This is an optimization exercise on Yosys and OpenROAD, whose aim is small area, not a production implementation.
Where RTL was checked, it was by simulation tests only, not by an equivalence proof against the original.
Power is estimated from default activity; no workload was simulated.

==> run a <==
==> flow/design.v <==
module lcdnut_core (
    input  wire        clk,
    input  wire        rst,
    input  wire        tick,
    input  wire [8:0]  cfg_prog_len,
    input  wire [15:0] cfg_t_half,
    input  wire [15:0] cfg_t_bit,
    input  wire [15:0] cfg_t_poll,
    input  wire [15:0] cfg_t_setup,
    input  wire [15:0] cfg_t_strobe,
    input  wire [15:0] cfg_t_proc,
    input  wire [15:0] cfg_t_pause,
    input  wire [15:0] cfg_t_pwrup,
    input  wire [2:0]  cfg_pin_rs,
    input  wire [2:0]  cfg_pin_e,
    input  wire [2:0]  cfg_pin_rx,
    input  wire [2:0]  cfg_pin_d0,
    input  wire [2:0]  cfg_pin_d1,
    input  wire [2:0]  cfg_pin_d2,
    input  wire [2:0]  cfg_pin_d3,
    input  wire [7:0]  cfg_cmd_8bit,
    input  wire [7:0]  cfg_cmd_4bit,
    input  wire [7:0]  cfg_cmd_func,
    input  wire [7:0]  cfg_cmd_dispon,
    input  wire [7:0]  cfg_cmd_entry,
    input  wire        cfg_oneshot_high,
    output wire [7:0]  prog_addr,
    input  wire [15:0] prog_data,
    output wire [7:0]  rom_addr,
    input  wire [7:0]  rom_data,
    input  wire [7:0]  pin_i,
    output wire [7:0]  pin_o,
    output wire [7:0]  pin_oe,
    output wire        halted,
    output wire        fault,
    output wire [2:0]  fault_code,
    output wire [8:0]  fault_pc,
    output wire [15:0] fault_word
);
    localparam [2:0] S_FETCH = 3'd0;
    localparam [2:0] S_CHK   = 3'd1;    
    localparam [2:0] S_XN    = 3'd2;    
    localparam [2:0] S_EHI   = 3'd3;
    localparam [2:0] S_ELO   = 3'd4;
    localparam [2:0] S_HUNT  = 3'd5;
    localparam [2:0] S_RX    = 3'd6;
    localparam [2:0] S_FAULT = 3'd7;
    reg [2:0]  state;
    reg [15:0] cnt;
    reg        tk;        
    reg [8:0]  pc;
    reg [7:0]  dir;
    reg [7:0]  out;
    reg [7:0]  rxd;
    reg        rxv;
    reg [8:0]  ra;        
    reg [2:0]  sel;       
    reg        lo;        
    wire [15:0] w   = prog_data;
    wire [3:0]  op  = w[15:12];
    wire [3:0]  fa  = w[11:8];
    wire [7:0]  imm = w[7:0];
    assign prog_addr = pc[7:0];
    assign rom_addr  = ra[7:0];
    assign pin_o     = out;
    assign pin_oe    = dir;
    function [8:0] inc9(input [8:0] a);
        integer k;
        reg c;
        begin
            c = 1'b1;
            for (k = 0; k < 9; k = k + 1) begin
                inc9[k] = a[k] ^ c;
                c = c & a[k];
            end
        end
    endfunction
    function [15:0] dec16(input [15:0] a, input bin);
        integer k;
        reg b;
        begin
            b = bin;
            for (k = 0; k < 16; k = k + 1) begin
                dec16[k] = a[k] ^ b;
                b = b & !a[k];
            end
        end
    endfunction
    function lt9(input [8:0] a, input [8:0] b);
        integer k;
        reg l;
        begin
            l = 1'b0;
            for (k = 0; k < 9; k = k + 1)
                l = (a[k] ^ b[k]) ? b[k] : l;
            lt9 = l;
        end
    endfunction
    wire zero = !(|cnt);
    wire op_low    = !op[3] && !op[2];                  
    wire op_pinout = op_low && !op[1];
    wire op_pinin  = op_low && op[1] && !op[0];
    wire op_delay  = op_low && op[1] && op[0];
    wire op_ab     = op[3] && op[1];                    
    wire op_rx     = op_ab && !op[0];
    wire op_jmp    = op_ab && op[0];
    wire op_chrr   = op[2] && op[1] && op[0];           
    wire op_init   = op[3] && op[0];
    wire op_str    = op[3] && !op[0];
    wire op_cmd1   = !op[3] && !op[1] && !op[0];
    wire op_strf   = op[3] && !op[1] && !op[0];
    reg legal;
    always @(*) begin
        case (op)
            4'h1:    legal = !fa[3] && (imm[7:1] == 7'd0);
            4'h2:    legal = !fa[3] && (imm == 8'd0);
            4'h3:    legal = !fa[3] && !(fa[2] && fa[1]) && (imm == 8'd0);
            4'h4, 4'h5, 4'h6, 4'h8, 4'hB:
                     legal = (fa == 4'd0);
            4'h7, 4'h9, 4'hA:
                     legal = (fa == 4'd0) && (imm == 8'd0);
            default: legal = 1'b0;
        endcase
    end
    wire in_range = lt9(pc, cfg_prog_len);
    wire [2:0] isel = (state == S_FETCH) ? 3'd6 : sel;
    reg  [2:0] pidx;
    always @(*) begin
        case (isel)
            3'd0: pidx = cfg_pin_d0;
            3'd1: pidx = cfg_pin_d1;
            3'd2: pidx = cfg_pin_d2;
            3'd3: pidx = cfg_pin_d3;
            3'd4: pidx = cfg_pin_rs;
            3'd5: pidx = cfg_pin_e;
            3'd6: pidx = fa[2:0];
            default: pidx = cfg_pin_rx;
        endcase
    end
    wire pdir = dir[pidx];
    wire plev = pin_i[pidx];
    wire [2:0] step = ra[2:0];
    reg  [7:0] cmdb;
    always @(*) begin
        case (step)
            3'd0, 3'd1, 3'd2: cmdb = cfg_cmd_8bit;
            3'd3:    cmdb = cfg_cmd_4bit;
            3'd4:    cmdb = cfg_cmd_func;
            3'd5:    cmdb = cfg_cmd_dispon;
            default: cmdb = cfg_cmd_entry;
        endcase
    end
    wire [7:0] xbyte = op_init ? cmdb :
                       op_str  ? rom_data :
                       op_chrr ? rxd : imm;
    wire two  = op[3] ? (!op[0] || step[2]) : (op[1] || op[0]);
    wire rs   = op[3] ? !op[0] : op[1];
    wire hi   = !lo && (two || cfg_oneshot_high);
    wire xval = sel[2] ? rs : xbyte[{hi, sel[1:0]}];
    wire xend = op[3] && (op[0] ? (step == 3'd7) : (ra[8] || rom_data == 8'd0));
    wire [3:0] rstep = ra[3:0];
    wire [8:0] pc_inc = inc9(pc);
    wire [8:0] ra_inc = inc9(ra);
    reg [2:0] state_n;
    reg [8:0] pc_n;
    reg [8:0] ra_n;
    reg [2:0] sel_n;
    reg       lo_n;
    reg       rxv_n;
    reg       shift;
    reg       we_o, we_d;
    reg       oval;
    wire act      = zero && !rst;
    wire st_fetch = (state == S_FETCH);
    wire st_chk   = (state == S_CHK);
    wire st_xn    = (state == S_XN);
    wire st_ehi   = (state == S_EHI);
    wire st_elo   = (state == S_ELO);
    wire st_hunt  = (state == S_HUNT);
    wire st_rx    = (state == S_RX);
    wire f_delay  = act && st_fetch && in_range && legal && op_delay;
    wire ld_half   = (f_delay && fa[2:0] == 3'd0) ||
                     (act && st_hunt && !pdir && !plev) ||
                     (act && st_rx && rstep[3] && rstep[0]);
    wire ld_bit    = (f_delay && fa[2:0] == 3'd1) ||
                     (act && st_rx && !(rstep[3] && (rstep[1] || rstep[0])));
    wire ld_proc   = (f_delay && fa[2:0] == 3'd2) || (act && st_elo);
    wire ld_strobe = (f_delay && fa[2:0] == 3'd3) || (act && st_ehi);
    wire ld_pause  = (f_delay && fa[2:0] == 3'd4);
    wire ld_pwrup  = (f_delay && fa[2:0] == 3'd5) ||
                     (act && st_chk && pdir && sel[2] && sel[0] && op_init);
    wire ld_setup  = act && st_xn && !xend && sel[2];
    wire ld_poll   = act && st_hunt && !pdir && plev;
    wire ld = rst | ld_half | ld_bit | ld_proc | ld_strobe | ld_pause | ld_pwrup | ld_setup | ld_poll;
    wire [15:0] dur = ({16{ld_half}}   & cfg_t_half)   | ({16{ld_bit}}   & cfg_t_bit)   |
                      ({16{ld_proc}}   & cfg_t_proc)   | ({16{ld_strobe}} & cfg_t_strobe) |
                      ({16{ld_pause}}  & cfg_t_pause)  | ({16{ld_pwrup}}  & cfg_t_pwrup)  |
                      ({16{ld_setup}}  & cfg_t_setup)  | ({16{ld_poll}}   & cfg_t_poll);
    always @(*) begin
        state_n = state;
        pc_n    = pc;
        ra_n    = ra;
        sel_n   = sel;
        lo_n    = lo;
        rxv_n   = rxv;
        shift   = 1'b0;
        we_o    = 1'b0;
        we_d    = 1'b0;
        oval    = 1'b0;
        if (zero) begin
            case (state)
                S_FETCH: begin
                    ra_n = {1'b0, imm};
                    if (!in_range || !legal) begin
                        state_n = S_FAULT;
                    end else if (op_pinout || op_pinin) begin
                        we_d = 1'b1;
                        we_o = op_pinout;
                        oval = w[0];
                        pc_n = pc_inc;
                    end else if (op_delay) begin
                        pc_n = pc_inc;
                    end else if (op_jmp) begin
                        pc_n = {1'b0, imm};
                    end else if (op_rx) begin
                        rxv_n   = 1'b0;
                        sel_n   = 3'd7;
                        state_n = S_HUNT;
                    end else if (op_chrr && !rxv) begin
                        state_n = S_FAULT;
                    end else begin
                        sel_n   = 3'd0;
                        lo_n    = 1'b0;
                        state_n = S_CHK;
                    end
                end
                S_CHK: begin
                    if (!pdir) begin
                        state_n = S_FAULT;
                    end else if (sel[2] && sel[0]) begin
                        sel_n   = 3'd0;
                        state_n = S_XN;
                    end else begin
                        sel_n = {sel[2] ^ (sel[1] & sel[0]), sel[1] ^ sel[0], !sel[0]};
                    end
                end
                S_XN: begin
                    if (xend) begin
                        if (!op[0] && ra[8]) begin
                            state_n = S_FAULT;
                        end else begin
                            pc_n    = pc_inc;
                            state_n = S_FETCH;
                        end
                    end else begin
                        we_o  = 1'b1;
                        oval  = xval;
                        sel_n = {sel[2] ^ (sel[1] & sel[0]), sel[1] ^ sel[0], !sel[0]};
                        if (sel[2]) begin
                            state_n = S_EHI;
                        end
                    end
                end
                S_EHI: begin
                    we_o    = 1'b1;
                    oval    = 1'b1;
                    state_n = S_ELO;
                end
                S_ELO: begin
                    we_o    = 1'b1;
                    oval    = 1'b0;
                    if (two && !lo) begin
                        lo_n    = 1'b1;
                        sel_n   = 3'd0;
                        state_n = S_XN;
                    end else if (op[3]) begin
                        lo_n    = 1'b0;
                        sel_n   = 3'd0;
                        ra_n    = ra_inc;
                        state_n = S_XN;
                    end else begin
                        pc_n    = pc_inc;
                        state_n = S_FETCH;
                    end
                end
                S_HUNT: begin
                    if (pdir) begin
                        state_n = S_FAULT;
                    end else if (plev) begin
                    end else begin
                        state_n = S_RX;
                    end
                end
                S_RX: begin
                    ra_n = ra_inc;
                    if (rstep[3] && rstep[1]) begin
                        rxv_n   = 1'b1;
                        pc_n    = pc_inc;
                        state_n = S_FETCH;
                    end else begin
                        shift = !rstep[3] || (rstep[2:0] == 3'd0);
                    end
                end
                default: ;
            endcase
        end
    end
    wire [7:0] pdec = 8'd1 << pidx;
    wire [15:0] cnt_n = dur | ({16{!ld}} & dec16(cnt, tk & !zero));
    integer i;
    always @(posedge clk) begin
        tk <= tick;
        cnt <= cnt_n;
        for (i = 0; i < 8; i = i + 1)
            if (we_o && pdec[i]) out[i] <= oval;
        if (shift)
            rxd <= {plev, rxd[7:1]};
        ra  <= ra_n;
        sel <= sel_n;
        lo  <= lo_n;
        if (rst) begin
            state <= S_FETCH;
            pc    <= 9'd0;
            dir   <= 8'd0;
            rxv   <= 1'b0;
        end else begin
            state <= state_n;
            pc    <= pc_n;
            rxv   <= rxv_n;
            for (i = 0; i < 8; i = i + 1)
                if (we_d && pdec[i]) dir[i] <= op_pinout;
        end
    end
    assign fault  = (state == S_FAULT);
    assign halted = (state == S_FETCH) && zero && in_range &&
                    (w == {4'hB, 4'h0, pc[7:0]});
    assign fault_pc   = pc;
    assign fault_word = in_range ? w : 16'h0000;
    assign fault_code = !in_range          ? 3'd2 :
                        !legal             ? 3'd1 :
                        (op_chrr && !rxv)  ? 3'd5 :
                        op_rx              ? 3'd4 :
                        (op_strf && ra[8]) ? 3'd6 : 3'd3;
endmodule
==> flow/flow/run.sh <==
#!/bin/bash
# Layout flow: the standard flow (standard.sh), with two changes that do
# not touch the design's constraints:
#  - synthesis is the standard flow's own script (synth_recipe.tcl, i.e. ORFS synth.tcl
#    with -nofsm -noshare, flatten and renaming), except that the final ABC
#    technology mapping uses the area-oriented script flow/area.abc; the
#    register mapping (dfflibmap) happens before ABC and is unchanged;
#  - the port buffers that ORFS inserts on every input and output use the
#    smallest buffer cell (buf_1).
# Each tool's output goes to the ORFS logs under orfs/logs; the make output
# goes to standard.log in this folder.
set -euo pipefail
W=$(pwd)
echo 'export BUFFER_PORTS_ARGS = -buffer_cell sky130_fd_sc_hd__buf_1' >> config.mk
sed "s#log_cmd abc {\*}\$abc_args#set abc_args [lreplace \$abc_args 1 1 $W/flow/area.abc]\n  log_cmd abc {*}\$abc_args#" \
    "$FLOW_HOME/scripts/synth.tcl" > "$W/synth_area.tcl"
grep -q "flow/area.abc" "$W/synth_area.tcl"
sed "s#source \$::env(SCRIPTS_DIR)/synth.tcl#source $W/synth_area.tcl#" synth_recipe.tcl > "$W/area_synth.tcl"
grep -q "synth_area.tcl" "$W/area_synth.tcl"
sed "s#SYNTH_SCRIPT=[^ ]*#SYNTH_SCRIPT=$W/area_synth.tcl#" standard.sh > "$W/area_standard.sh"
grep -q "SYNTH_SCRIPT=$W/area_synth.tcl" "$W/area_standard.sh"
bash "$W/area_standard.sh" > standard.log 2>&1
==> flow/flow/area.abc <==
&get -n
&st
&dch
&nf -R 1000 -p -C 32 -F 8
&put
topo
dnsize -c
==> flow/standard.sh <==
#!/bin/bash
# synth_recipe.tcl (not shown) runs the flow's synth.tcl, then flattens the netlist and writes it again
# the make line also repeats each setting of config.mk as NAME=value (left out here)
make -C /OpenROAD-flow-scripts/flow DESIGN_CONFIG=/design/flow/config.mk WORK_HOME=/design/flow/orfs CLKGATE_MAP_FILE= SYNTH_SCRIPT=/design/flow/synth_recipe.tcl "${@:-finish}"
==> flow/config.mk <==
export PLATFORM = sky130hd
export DESIGN_NAME = lcdnut_core
export DESIGN_NICKNAME = lcdnut_core
export VERILOG_FILES = /design/flow/design.v
export SDC_FILE = /design/flow/constraint.sdc
export NUM_CORES = 4
export LEC_CHECK = 0
export CAP_MARGIN = 0
export CORE_MARGIN = 2
export CORE_UTILIZATION = 40
export CTS_BUF_LIST = sky130_fd_sc_hd__clkbuf_8
export GPL_TIMING_DRIVEN = 0
export SLEW_MARGIN = 0
export BUFFER_PORTS_ARGS = -buffer_cell sky130_fd_sc_hd__buf_1
==> flow/constraint.sdc <==
create_clock -name core_clock -period 10.0 [get_ports {clk}]
set_input_delay 2.0000 -clock core_clock [delete_from_list [all_inputs] [get_ports {clk}]]
set_output_delay 2.0000 -clock core_clock [all_outputs]
set_load 0.01 [all_outputs]
==> run b (differences from run a) <==
--- a/flow/design.v
+++ b/flow/design.v
@@ -99,14 +99,12 @@
     wire zero = !(|cnt);
-    wire op_low    = !op[3] && !op[2];                  
-    wire op_pinout = op_low && !op[1];
-    wire op_pinin  = op_low && op[1] && !op[0];
-    wire op_delay  = op_low && op[1] && op[0];
-    wire op_ab     = op[3] && op[1];                    
-    wire op_rx     = op_ab && !op[0];
-    wire op_jmp    = op_ab && op[0];
-    wire op_chrr   = op[2] && op[1] && op[0];           
-    wire op_init   = op[3] && op[0];
-    wire op_str    = op[3] && !op[0];
-    wire op_cmd1   = !op[3] && !op[1] && !op[0];
-    wire op_strf   = op[3] && !op[1] && !op[0];
+    wire op_pinout = (op == 4'h1);
+    wire op_pinin  = (op == 4'h2);
+    wire op_delay  = (op == 4'h3);
+    wire op_cmd1   = (op == 4'h4);
+    wire op_chr    = (op == 4'h6);
+    wire op_chrr   = (op == 4'h7);
+    wire op_str    = (op == 4'h8);
+    wire op_init   = (op == 4'h9);
+    wire op_rx     = (op == 4'hA);
+    wire op_jmp    = (op == 4'hB);
     reg legal;
@@ -155,7 +153,7 @@
                        op_chrr ? rxd : imm;
-    wire two  = op[3] ? (!op[0] || step[2]) : (op[1] || op[0]);
-    wire rs   = op[3] ? !op[0] : op[1];
+    wire two  = op_init ? step[2] : !op_cmd1;
+    wire rs   = op_chr | op_chrr | op_str;
     wire hi   = !lo && (two || cfg_oneshot_high);
     wire xval = sel[2] ? rs : xbyte[{hi, sel[1:0]}];
-    wire xend = op[3] && (op[0] ? (step == 3'd7) : (ra[8] || rom_data == 8'd0));
+    wire xend = (op_str && (ra[8] || rom_data == 8'd0)) || (op_init && step == 3'd7);
     wire [3:0] rstep = ra[3:0];
@@ -172,3 +170,3 @@
     reg       oval;
-    wire act      = zero && !rst;
+    wire act      = zero;
     wire st_fetch = (state == S_FETCH);
@@ -183,3 +181,3 @@
                      (act && st_hunt && !pdir && !plev) ||
-                     (act && st_rx && rstep[3] && rstep[0]);
+                     (act && st_rx && rstep == 4'd9);
     wire ld_bit    = (f_delay && fa[2:0] == 3'd1) ||
@@ -190,6 +188,6 @@
     wire ld_pwrup  = (f_delay && fa[2:0] == 3'd5) ||
-                     (act && st_chk && pdir && sel[2] && sel[0] && op_init);
-    wire ld_setup  = act && st_xn && !xend && sel[2];
+                     (act && st_chk && pdir && sel == 3'd5 && op_init);
+    wire ld_setup  = act && st_xn && !xend && sel == 3'd4;
     wire ld_poll   = act && st_hunt && !pdir && plev;
-    wire ld = rst | ld_half | ld_bit | ld_proc | ld_strobe | ld_pause | ld_pwrup | ld_setup | ld_poll;
+    wire ld = ld_half | ld_bit | ld_proc | ld_strobe | ld_pause | ld_pwrup | ld_setup | ld_poll;
     wire [15:0] dur = ({16{ld_half}}   & cfg_t_half)   | ({16{ld_bit}}   & cfg_t_bit)   |
@@ -239,3 +237,3 @@
                         state_n = S_FAULT;
-                    end else if (sel[2] && sel[0]) begin
+                    end else if (sel == 3'd5) begin
                         sel_n   = 3'd0;
@@ -248,3 +246,3 @@
                     if (xend) begin
-                        if (!op[0] && ra[8]) begin
+                        if (op_str && ra[8]) begin
                             state_n = S_FAULT;
@@ -258,3 +256,3 @@
                         sel_n = {sel[2] ^ (sel[1] & sel[0]), sel[1] ^ sel[0], !sel[0]};
-                        if (sel[2]) begin
+                        if (sel == 3'd4) begin
                             state_n = S_EHI;
@@ -275,3 +273,3 @@
                         state_n = S_XN;
-                    end else if (op[3]) begin
+                    end else if (op_str || op_init) begin
                         lo_n    = 1'b0;
@@ -295,3 +293,3 @@
                     ra_n = ra_inc;
-                    if (rstep[3] && rstep[1]) begin
+                    if (rstep == 4'd10) begin
                         rxv_n   = 1'b1;
@@ -308,3 +306,3 @@
     wire [7:0] pdec = 8'd1 << pidx;
-    wire [15:0] cnt_n = dur | ({16{!ld}} & dec16(cnt, tk & !zero));
+    wire [15:0] cnt_n = rst ? 16'd0 : (dur | ({16{!ld}} & dec16(cnt, tk & !zero)));
     integer i;
@@ -342,3 +340,3 @@
                         op_rx              ? 3'd4 :
-                        (op_strf && ra[8]) ? 3'd6 : 3'd3;
+                        (op_str && ra[8])  ? 3'd6 : 3'd3;
 endmodule
Settings changed: CAP_MARGIN 0 to 20, GPL_TIMING_DRIVEN 0 to not set, SLEW_MARGIN 0 to 20.
==> run c (differences from run a) <==
==> flow/flow/run.sh (replaced) <==
#!/bin/bash
# Layout flow: the standard flow (standard.sh) with these changes, none of
# which touches the design's constraints (clock, I/O delays, loads):
#  - synthesis is the standard flow's own script (synth_recipe.tcl: ORFS synth.tcl with
#    -nofsm -noshare, then flatten and renaming), except that the final ABC
#    technology mapping uses the area-oriented script flow/area.abc; the
#    register mapping (dfflibmap) happens before ABC and is unchanged;
#  - flow/extra.mk is appended to config.mk: the port buffers that ORFS puts
#    on every input and output use the smallest buffer cell (buf_1), and
#    the clock tree options.
# Each tool's output goes to the ORFS logs under orfs/logs; the make output
# goes to standard.log in this folder.
set -euo pipefail
W=$(pwd)
cat flow/extra.mk >> config.mk
sed "s#log_cmd abc {\*}\$abc_args#set abc_args [lreplace \$abc_args 1 1 $W/flow/area.abc]\n  log_cmd abc {*}\$abc_args#" \
    "$FLOW_HOME/scripts/synth.tcl" > "$W/synth_area.tcl"
grep -q "flow/area.abc" "$W/synth_area.tcl"
sed "s#source \$::env(SCRIPTS_DIR)/synth.tcl#source $W/synth_area.tcl#" synth_recipe.tcl > "$W/area_synth.tcl"
grep -q "synth_area.tcl" "$W/area_synth.tcl"
sed "s#SYNTH_SCRIPT=[^ ]*#SYNTH_SCRIPT=$W/area_synth.tcl#" standard.sh > "$W/area_standard.sh"
grep -q "SYNTH_SCRIPT=$W/area_synth.tcl" "$W/area_standard.sh"
bash "$W/area_standard.sh" > standard.log 2>&1
==> flow/flow/area.abc (replaced) <==
&get -n
&st
&deepsyn -T 30
&dch
&nf -R 1000 -p -C 32 -F 8
&put
topo
dnsize -c
==> flow/flow/extra.mk (new file) <==
export BUFFER_PORTS_ARGS = -buffer_cell sky130_fd_sc_hd__buf_1
export CTS_ARGS = -sink_clustering_enable -repair_clock_nets -buf_list sky130_fd_sc_hd__clkbuf_4 -dont_use_dummy_load -sink_clustering_size 8 -sink_clustering_max_diameter 30
Settings changed: CAP_MARGIN 0 to 20, CTS_ARGS set to -sink_clustering_enable -repair_clock_nets -buf_list sky130_fd_sc_hd__clkbuf_4 -dont_use_dummy_load -sink_clustering_size 8 -sink_clustering_max_diameter 30, CTS_BUF_LIST sky130_fd_sc_hd__clkbuf_8 to not set, GPL_TIMING_DRIVEN 0 to not set, SLEW_MARGIN 0 to 20.
==> run summary <==
Result of the run: run b no timing/DRC/antenna violations; run a no timing/DRC/antenna violations; run c no timing/DRC/antenna violations
Total number of placement rows: run b 42; run a 42; run c 41
Cell repeated most along the worst path: run b maj3_1; run a maj3_1; run c -
Setup CP Type: run b in2out; run a in2reg; run c in2out
Sequential fraction of total cell area: run b 23.0%; run a 23.3%; run c 25.1%
Non-clock buffer instance count of the final layout: run b 309; run a 318; run c 302
Fraction of layout instances using a drive strength above 1: run b 3.94%; run a 4.97%; run c 2.05%
Library cell used as clock root buffer: run b clkbuf_8; run a clkbuf_8; run c clkbuf_4
Area share of fa/ha/maj cells after synthesis: run b 9.60%; run a 9.41%; run c 8.24%
Fraction of met2 tracks used by global routing: run b 46.8%; run a 45.1%; run c 53.0%
Inserted tap cell count: run b 176; run a 176; run c 172
Initial core utilization: run b 41.4%; run a 40.7%; run c 40.9%
Pwr dens: run b 184 nW/um^2; run a 176 nW/um^2; run c 182 nW/um^2
Via count of the first global-routing pass: run b 6235; run a 6027; run c 6197
Worst setup EP type: run b output port; run a flip-flop; run c output port
Setup slack of the most critical reg-to-reg path: run b 3.54 ns; run a 3.20 ns; run c 5.21 ns
Non-clk invs: run b 39; run a 40; run c 46
Function not checked in run b: the RTL went through the layout flow alone.

==> static timing again, ports no longer ideal <==
No port has a modelled driver above. Below, the same layouts with a new extraction and two added sets of constraints. Step 1 sets driving cells, clkbuf_16 on the clock port and buf_2 on the other inputs (assumed; they add their load-dependent delay and slew). Step 2 times the ports against the registers' clock, not the clock port: input delays grow and output delays shrink by t, the midpoint of the rising clock arrivals with the driver on. Three values: ideal, step 1, step 2; two values: the first two.
| run | shift t [ns] | slack for setup (ns) | hold slack, ns | worst setup path after step 2 |
|---|---|---|---|---|
| run a | 0.382 | 1.924 / 1.906 / 1.560 | 0.459 / 0.459 / 0.459 | input to register |
| run b | 0.406 | 2.011 / 1.990 / 1.942 | 0.443 / 0.443 / 0.443 | input to register |
| run c | 0.439 | 3.547 / 3.522 / 3.522 | 0.465 / 0.465 / 0.465 | input to output |
After both steps setup and hold are still met in every run listed. For run a, which loses most, drivers alone change the setup slack by -0.018 ns; drivers and shift together by -0.364 ns.
